From an optimization exercise on the open Yosys and OpenROAD flow, aimed at small area, a short achievable clock period and few clock cycles; shortcuts taken in it are not production practice.
In this exercise RTL edits were held to simulation tests only and were not proved equivalent to the original.

==> design.v <==
module fp32_round (
    input  wire              sign,
    input  wire signed [11:0] e,
    input  wire       [47:0] m,
    output reg        [31:0] result
);
    reg [5:0]         lz;
    reg [47:0]        mn;
    reg signed [11:0] e1;
    reg [47:0]        ms;
    reg [11:0]        rsh;
    reg               sticky;
    reg [7:0]         efield;
    reg               round_up;
    reg [30:0]        mag;
    integer i;
    always @* begin
        lz = 6'd48;
        for (i = 0; i < 48; i = i + 1)
            if (m[i]) lz = 6'd47 - i[5:0];
        mn = m << lz;
        e1 = e + 12'sd1 - $signed({6'd0, lz});
        if (e1 <= 0) begin
            rsh    = 12'd1 - e1;
            efield = 8'd0;
        end else begin
            rsh    = 12'd0;
            efield = e1[7:0];
        end
        if (rsh >= 12'd48) begin
            ms     = 48'd0;
            sticky = |mn;
        end else begin
            ms     = mn >> rsh[5:0];
            sticky = |(mn & ~({48{1'b1}} << rsh[5:0]));
        end
        sticky   = sticky | (|ms[22:0]);
        round_up = ms[23] & (sticky | ms[24]);
        mag      = {efield, ms[46:24]} + {30'd0, round_up};
        if (m == 48'd0)
            result = {sign, 31'd0};
        else if (e1 >= 12'sd255)
            result = {sign, 8'hFF, 23'd0};
        else
            result = {sign, mag};
    end
endmodule
module fp32_mul (
    input  wire [31:0] a,
    input  wire [31:0] b,
    output reg  [31:0] y
);
    wire        sa = a[31], sb = b[31];
    wire [7:0]  ea = a[30:23], eb = b[30:23];
    wire [22:0] fa = a[22:0],  fb = b[22:0];
    wire a_nan = (ea == 8'hFF) && (fa != 0);
    wire b_nan = (eb == 8'hFF) && (fb != 0);
    wire a_inf = (ea == 8'hFF) && (fa == 0);
    wire b_inf = (eb == 8'hFF) && (fb == 0);
    wire a_zero = (ea == 8'h00) && (fa == 0);
    wire b_zero = (eb == 8'h00) && (fb == 0);
    wire [23:0] ma = {ea != 8'h00, fa};
    wire [23:0] mb = {eb != 8'h00, fb};
    wire [7:0]  ea1 = (ea == 8'h00) ? 8'd1 : ea;
    wire [7:0]  eb1 = (eb == 8'h00) ? 8'd1 : eb;
    wire        s = sa ^ sb;
    wire [47:0] prod = ma * mb;
    wire signed [11:0] e = $signed({4'd0, ea1}) + $signed({4'd0, eb1}) - 12'sd127;
    wire [31:0] rounded;
    fp32_round u_round (.sign(s), .e(e), .m(prod), .result(rounded));
    always @* begin
        if (a_nan || b_nan || (a_inf && b_zero) || (b_inf && a_zero))
            y = 32'h7FC00000;
        else if (a_inf || b_inf)
            y = {s, 8'hFF, 23'd0};
        else
            y = rounded;
    end
endmodule
module fp32_add (
    input  wire [31:0] a,
    input  wire [31:0] b,
    input  wire        sub,
    output reg  [31:0] y
);
    wire        sa = a[31];
    wire        sb = b[31] ^ sub;
    wire [7:0]  ea = a[30:23], eb = b[30:23];
    wire [22:0] fa = a[22:0],  fb = b[22:0];
    wire a_nan = (ea == 8'hFF) && (fa != 0);
    wire b_nan = (eb == 8'hFF) && (fb != 0);
    wire a_inf = (ea == 8'hFF) && (fa == 0);
    wire b_inf = (eb == 8'hFF) && (fb == 0);
    wire        swap = b[30:0] > a[30:0];
    wire        sx = swap ? sb : sa;
    wire        sy = swap ? sa : sb;
    wire [7:0]  ex = swap ? eb : ea;
    wire [7:0]  ey = swap ? ea : eb;
    wire [22:0] fx = swap ? fb : fa;
    wire [22:0] fy = swap ? fa : fb;
    wire [23:0] mx = {ex != 8'h00, fx};
    wire [23:0] my = {ey != 8'h00, fy};
    wire [7:0]  ex1 = (ex == 8'h00) ? 8'd1 : ex;
    wire [7:0]  ey1 = (ey == 8'h00) ? 8'd1 : ey;
    wire [7:0]  d = ex1 - ey1;
    reg  [47:0] ax, ay, sum;
    reg         stk;
    always @* begin
        ax  = {2'b00, mx, 22'd0};
        ay  = {2'b00, my, 22'd0};
        if (d >= 8'd48) begin
            stk = |ay;
            ay  = 48'd0;
        end else begin
            stk = |(ay & ~({48{1'b1}} << d[5:0]));
            ay  = ay >> d[5:0];
        end
        ay[0] = ay[0] | stk;
        if (sx == sy) sum = ax + ay;
        else          sum = ax - ay;
    end
    wire signed [11:0] e = $signed({4'd0, ex1}) + 12'sd1;
    wire [31:0] rounded;
    fp32_round u_round (.sign(sx), .e(e), .m(sum), .result(rounded));
    always @* begin
        if (a_nan || b_nan || (a_inf && b_inf && (sa != sb)))
            y = 32'h7FC00000;
        else if (a_inf)
            y = {sa, 8'hFF, 23'd0};
        else if (b_inf)
            y = {sb, 8'hFF, 23'd0};
        else if (sum == 48'd0)
            y = {sa & sb, 31'd0};
        else
            y = rounded;
    end
endmodule
module biquad_bank (
    input  wire        clk,
    input  wire        rst,
    input  wire        cmd_valid,
    output wire        cmd_ready,
    input  wire [1:0]  cmd_op,       
    input  wire [7:0]  cmd_motor,
    input  wire [7:0]  cmd_sel,
    input  wire [31:0] cmd_x,
    input  wire [31:0] cmd_b0,
    input  wire [31:0] cmd_b1,
    input  wire [31:0] cmd_b2,
    input  wire [31:0] cmd_a1,
    input  wire [31:0] cmd_a2,
    output reg         rsp_valid,
    output reg         rsp_ok,
    output reg  [31:0] rsp_data
);
    localparam NM = 4;
    localparam OP_INIT  = 2'd0;
    localparam OP_APPLY = 2'd1;
    localparam OP_READ  = 2'd2;
    localparam OP_ERR   = 2'd3;
    localparam S_IDLE = 4'd0;
    localparam S_M0   = 4'd1;    
    localparam S_A0   = 4'd2;    
    localparam S_M1   = 4'd3;    
    localparam S_M2   = 4'd4;    
    localparam S_A1   = 4'd5;    
    localparam S_A2   = 4'd6;    
    localparam S_M3   = 4'd7;    
    localparam S_M4   = 4'd8;    
    localparam S_A3   = 4'd9;    
    reg [31:0] f_b0 [0:NM-1];
    reg [31:0] f_b1 [0:NM-1];
    reg [31:0] f_b2 [0:NM-1];
    reg [31:0] f_a1 [0:NM-1];
    reg [31:0] f_a2 [0:NM-1];
    reg [31:0] f_s1 [0:NM-1];
    reg [31:0] f_s2 [0:NM-1];
    reg [31:0] f_in [0:NM-1];
    reg [31:0] f_out[0:NM-1];
    reg [NM-1:0] f_ready;
    reg          cmd_error;
    reg [3:0]  state;
    reg [1:0]  cur_m;
    reg [31:0] cur_x;
    reg [31:0] r_p, r_q, r_y, r_t, r_n1;
    assign cmd_ready = (state == S_IDLE);
    wire accept = cmd_valid && cmd_ready;
    wire m_ok   = (cmd_motor < NM);
    wire [1:0] m_idx = cmd_motor[1:0];
    reg  [31:0] mul_a, mul_b;
    wire [31:0] mul_y;
    always @* begin
        mul_b = cur_x;
        case (state)
            S_M0:    mul_a = f_b0[cur_m];
            S_M1:    mul_a = f_b1[cur_m];
            S_M2:    begin mul_a = f_a1[cur_m]; mul_b = r_y; end
            S_M3:    mul_a = f_b2[cur_m];
            default: begin mul_a = f_a2[cur_m]; mul_b = r_y; end
        endcase
    end
    fp32_mul u_mul (.a(mul_a), .b(mul_b), .y(mul_y));
    reg  [31:0] add_a, add_b;
    reg         add_sub;
    wire [31:0] add_y;
    always @* begin
        add_a   = r_p;
        add_b   = r_q;
        add_sub = 1'b1;
        case (state)
            S_A0: begin add_b = f_s1[cur_m]; add_sub = 1'b0; end
            S_A2: begin add_a = r_t; add_b = f_s2[cur_m]; add_sub = 1'b0; end
            default: ;
        endcase
    end
    fp32_add u_add (.a(add_a), .b(add_b), .sub(add_sub), .y(add_y));
    reg [31:0] read_val;
    always @* begin
        case (cmd_sel[3:0])
            4'd0:    read_val = f_in [m_idx];
            4'd1:    read_val = f_out[m_idx];
            4'd2:    read_val = f_s1 [m_idx];
            4'd3:    read_val = f_s2 [m_idx];
            4'd4:    read_val = f_b0 [m_idx];
            4'd5:    read_val = f_b1 [m_idx];
            4'd6:    read_val = f_b2 [m_idx];
            4'd7:    read_val = f_a1 [m_idx];
            default: read_val = f_a2 [m_idx];
        endcase
    end
    integer k;
    always @(posedge clk) begin
        if (rst) begin
            state     <= S_IDLE;
            cur_m     <= 2'd0;
            cur_x     <= 32'd0;
            r_p       <= 32'd0;
            r_q       <= 32'd0;
            r_y       <= 32'd0;
            r_t       <= 32'd0;
            r_n1      <= 32'd0;
            rsp_valid <= 1'b0;
            rsp_ok    <= 1'b0;
            rsp_data  <= 32'd0;
            cmd_error <= 1'b0;
            f_ready   <= {NM{1'b0}};
            for (k = 0; k < NM; k = k + 1) begin
                f_b0[k]  <= 32'd0;
                f_b1[k]  <= 32'd0;
                f_b2[k]  <= 32'd0;
                f_a1[k]  <= 32'd0;
                f_a2[k]  <= 32'd0;
                f_s1[k]  <= 32'd0;
                f_s2[k]  <= 32'd0;
                f_in[k]  <= 32'd0;
                f_out[k] <= 32'd0;
            end
        end else begin
            rsp_valid <= 1'b0;
            case (state)
                S_IDLE: if (accept) begin
                    case (cmd_op)
                        OP_INIT: begin
                            rsp_valid <= 1'b1;
                            rsp_data  <= 32'd0;
                            if (m_ok) begin
                                f_b0[m_idx]    <= cmd_b0;
                                f_b1[m_idx]    <= cmd_b1;
                                f_b2[m_idx]    <= cmd_b2;
                                f_a1[m_idx]    <= cmd_a1;
                                f_a2[m_idx]    <= cmd_a2;
                                f_s1[m_idx]    <= 32'd0;
                                f_s2[m_idx]    <= 32'd0;
                                f_in[m_idx]    <= 32'd0;
                                f_out[m_idx]   <= 32'd0;
                                f_ready[m_idx] <= 1'b1;
                                rsp_ok         <= 1'b1;
                            end else begin
                                rsp_ok    <= 1'b0;
                                cmd_error <= 1'b1;
                            end
                        end
                        OP_APPLY: begin
                            if (m_ok && f_ready[m_idx]) begin
                                cur_m <= m_idx;
                                cur_x <= cmd_x;
                                state <= S_M0;
                            end else begin
                                rsp_valid <= 1'b1;
                                rsp_ok    <= 1'b0;
                                rsp_data  <= 32'd0;
                                cmd_error <= 1'b1;
                            end
                        end
                        OP_READ: begin
                            rsp_valid <= 1'b1;
                            if (m_ok && cmd_sel <= 8'd8) begin
                                rsp_ok   <= 1'b1;
                                rsp_data <= read_val;
                            end else begin
                                rsp_ok    <= 1'b0;
                                rsp_data  <= 32'd0;
                                cmd_error <= 1'b1;
                            end
                        end
                        OP_ERR: begin
                            rsp_valid <= 1'b1;
                            rsp_ok    <= 1'b1;
                            rsp_data  <= {31'd0, cmd_error};
                        end
                    endcase
                end
                S_M0: begin r_p <= mul_y;  state <= S_A0; end
                S_A0: begin r_y <= add_y;  state <= S_M1; end
                S_M1: begin r_p <= mul_y;  state <= S_M2; end
                S_M2: begin r_q <= mul_y;  state <= S_A1; end
                S_A1: begin r_t <= add_y;  state <= S_A2; end
                S_A2: begin r_n1 <= add_y; state <= S_M3; end
                S_M3: begin r_p <= mul_y;  state <= S_M4; end
                S_M4: begin r_q <= mul_y;  state <= S_A3; end
                S_A3: begin
                    f_s1[cur_m]  <= r_n1;
                    f_s2[cur_m]  <= add_y;
                    f_in[cur_m]  <= cur_x;
                    f_out[cur_m] <= r_y;
                    rsp_valid    <= 1'b1;
                    rsp_ok       <= 1'b1;
                    rsp_data     <= r_y;
                    state        <= S_IDLE;
                end
                default: state <= S_IDLE;
            endcase
        end
    end
endmodule
==> run.sh <==
#!/bin/bash
# synth_recipe.tcl (not shown) runs the flow's synth.tcl, then flattens the netlist and writes it again
# the make line also repeats each setting of config.mk as NAME=value (left out here)
make -C /OpenROAD-flow-scripts/flow DESIGN_CONFIG=/design/flow/config.mk WORK_HOME=/design/flow/orfs CLKGATE_MAP_FILE= SYNTH_SCRIPT=/design/flow/synth_recipe.tcl finish
==> config.mk <==
export PLATFORM = sky130hd
export DESIGN_NAME = biquad_bank
export DESIGN_NICKNAME = biquad_bank
export VERILOG_FILES = /design/flow/design.v
export SDC_FILE = /design/flow/constraint.sdc
export NUM_CORES = 4
export LEC_CHECK = 0
export CAP_MARGIN = 20
export CORE_MARGIN = 2
export CORE_UTILIZATION = 30
export PLACE_DENSITY = 0.45
export SLEW_MARGIN = 20
==> constraint.sdc <==
create_clock -name core_clock -period 24.0 [get_ports {clk}]
set_input_delay 4.8000 -clock core_clock [delete_from_list [all_inputs] [get_ports {clk}]]
set_output_delay 4.8000 -clock core_clock [all_outputs]
set_load 0.01 [all_outputs]
==> run summary <==
==> cells by family after synthesis <==
| family | count (synthesis) | synth area share [%] |
|---|---|---|
| buf+inv | 1790 | 6.121 |
| flops | 1391 | 34.38 |
| simple gates | 4544 | 17.65 |
| fa+ha+maj | 791 | 11.83 |
| compound gates | 2542 | 15.68 |
| xor+xnor | 178 | 1.387 |
| mux | 853 | 12.96 |
==> state kept, by name (all words and copies together), names as in the netlist, 128 cells and up, named ones only <==
signal / count
f_b0: 128
f_out: 128
f_b1: 128
f_in: 128
f_a2: 128
f_s1: 128
f_s2: 128
f_b2: 128
f_a1: 128
==> metal layers <==
metal,vias to the layer above,GRT usage (%)
met3,753,3.485
met5,-,0
li1,43920,-
met1,52830,38.49
met2,5083,43.03
met4,18,8.474
==> cell type report <==
| class | instances | area share, % |
|---|---|---|
| Clock buffer | 202 | 3.209 |
| Antenna cell | 8 | 0.01552 |
| Timing Repair Buffer | 671 | 4.501 |
| Clock inverter | 80 | 0.7051 |
| Multi-Input combinational cell | 8908 | 53.38 |
| Tap cell | 5016 | 4.865 |
| Inverter | 961 | 2.796 |
| Sequential cell | 1391 | 30.53 |
==> worst max-delay path, delay by kind of cell, from the launching register on <==
| kind | cells | cell delay, ns |
|---|---|---|
| compound gates | 30 | 8.59 |
| xor+xnor | 3 | 1.26 |
| fa+ha+maj | 7 | 2.47 |
| buf+inv | 7 | 1.67 |
| flops | 1 | 0.93 |
| simple gates | 25 | 6.80 |
==> worst paths after layout <==
check / end / depth (start not counted) / slack, ns / startpoint
worst max-delay path: f_s2[2][8]$_SDFFCE_PN0P_ / 72 / 1.90 / state[2]$_SDFFE_PP0P_
worst min-delay path: r_n1[27]$_SDFFE_PP0P_ / 2 / 0.45 / r_n1[27]$_SDFFE_PP0P_
worst max register to register: f_s2[2][8]$_SDFFCE_PN0P_ / 72 / 1.90 / state[2]$_SDFFE_PP0P_
worst min register to register: r_n1[27]$_SDFFE_PP0P_ / 2 / 0.45 / r_n1[27]$_SDFFE_PP0P_
==> cell usage after synthesis, drive strengths merged, types with 80 or more instances <==
| master | n | area [um2] |
|---|---|---|
| a211oi | 155 | 1196 |
| a21oi | 534 | 2706 |
| a22oi | 224 | 1692 |
| a31oi | 80 | 506.7 |
| and2 | 82 | 513.0 |
| buf | 223 | 1129 |
| clkbuf | 606 | 2276 |
| dfxtp | 239 | 4785 |
| edfxtp | 1152 | 34590 |
| fa | 487 | 9749 |
| ha | 303 | 3791 |
| inv | 961 | 3607 |
| mux2i | 284 | 2846 |
| mux4 | 496 | 11170 |
| nand2 | 1221 | 4596 |
| nand2b | 124 | 775.7 |
| nand3 | 268 | 1369 |
| nand4 | 128 | 807.0 |
| nor2 | 1990 | 7492 |
| nor3 | 241 | 1301 |
| nor4 | 99 | 638.1 |
| o211ai | 135 | 1028 |
| o21ai | 416 | 2101 |
| o22ai | 107 | 681.9 |
| or2 | 95 | 594.3 |
| xnor2 | 116 | 1039 |
==> per-stage QoR <==
step                instance area [um2]  hold WS (ns)  instances
global route                     129000        0.4754      17230
detailed placement               123900        0.4427      16950
global placement                 123900        0.4354      16950
floorplan                        114600        0.4244      12090
finish                           129000        0.4504      17240
CTS                              129000        0.4509      17230
==> flow_metrics.tcl <==
set metrics [dict create \
    cts_root_buf "clkbuf_16" \
    rsz0062_at_grt "no" \
    seq_area_um2 39390 \
    fin_util_pct 34.00 \
    totalWireLength_um 541600 \
    highest_layer "met5" \
    grt_pass1_vias 100700 \
    vias 102600 \
    tns_ns 0 \
    die_height_um 621.9 \
    ctsHoldBuffers 0 \
    hold_viol 0 \
    wl_per_cell_um 31.42 \
    synth_flop_cell "edfxtp_1" \
    ios 248 \
    met1Wirelength_um 236300 \
    fmaxAchievable_ghz 0.04525 \
    initial_utilization_pct 30.19 \
    yosys_warnings 4 \
    fin_crit_sh_pct 92.09 \
    drive_gt1_share_pct 12.87 \
    grt_usage_pct 27.18 \
    syn_area_um2 114500 \
    post_synth.cell_area_avg_um2 9.476 \
    numPortBuffers 247 \
    multiInputGateArea_um2 68860 \
    place_hpwl_um 399200 \
    rows 226 \
    drt_iter0_drc 12480 \
    grt_pass1_wl_um 770800 \
    criticalPathCategory "flip-flop to flip-flop" \
    drc 0 \
    worstMarginPinSlew_ns 1.274 \
    fill_cells 39030 \
    drv_cap 0 \
    postRouteAntennaNets 0 \
    crit_path_end_kind "flip-flop" \
    dr.pass1.iters 8 \
    final-setup-viol-count 0 \
    crit_fanout 23 \
    drv_slew 0 \
    finalNetCount 13090 \
    area_growth_syn_to_layout_pct 12.62 \
    ys_seq_area_share_pct 34.38 \
    clockBufferDepth 3 \
    grt_overflow 0 \
    relSlewSlack_pct 14.80 \
    cts.clk_slew.worst_paths_ns 0.07 \
    cpPeakStageDelay_ns 0.93 \
    antenna_found_initial 32 \
    cts_resized 0 \
    cts_inserted_buffers 153 \
    htreeDepth 4 \
    hold_path_class "flip-flop to flip-flop" \
    wl_met3_um 40860 \
    final_common_cell "nor2_1" \
    synth_edf_count 1152 \
    crit_arrival_ns 22.65 \
    layout_common_cells "nor2_1, nand2_1, edfxtp_1" \
    dp_slack_ns 2.528 \
    cts_setup_buffers 0 \
    clock_skew_ns 0.03549 \
    synth_fp_nets 13090 \
    async_flop_share_pct 0 \
    synth.ff_latch_count 1391 \
    via_per_inst 5.953 \
    die_w_um 621.9 \
    startpoint_type "flip-flop" \
    coreArea_um2 379500 \
    slowest_stage "dfxtp_1" \
    required_ns 24.55 \
    syn_inst 12090 \
    finalCriticalPeriod_ns 22.10 \
    worst_skew_pair.late_latency_ns 0.84 \
    yosysUniqueCellTypes 134 \
    status "no timing/DRC/antenna violations" \
    gp_congestion 0.9559 \
    grt_max_degree 127 \
    dr_wl_met2_um 245800 \
    cts_tree "yes" \
    cts.sinks 1391 \
    die_area_um2 386800 \
    worst_slack_ns 1.898 \
]
Testbench counts, summed over its fixed seeds: cycles 49,200.

-- re-timing with driven ports --
No port has a modelled driver above. Below, the same layout with a new extraction and two added sets of constraints. Step 1 sets driving cells, clkbuf_16 on the clock port and buf_2 on the other inputs (assumed; they add their load-dependent delay and slew). Step 2, shift: input delay + t, output delay - t, t = (earliest + latest rising clock arrival at the registers) / 2. This alone moves slack from input paths to output paths. a / b / c = ideal / step 1 / step 2; a / b = the first two.
t (ns): 0.924
setup WS [ns]: 1.898 / 1.898 / 1.898
worst setup path at the end: register to register
slew at the worst register clock pin (ns): 0.09 / 0.09
After both steps this run still meets setup and hold. For this run, drivers alone change the setup slack by 0.000 ns; drivers and shift together by 0.000 ns.
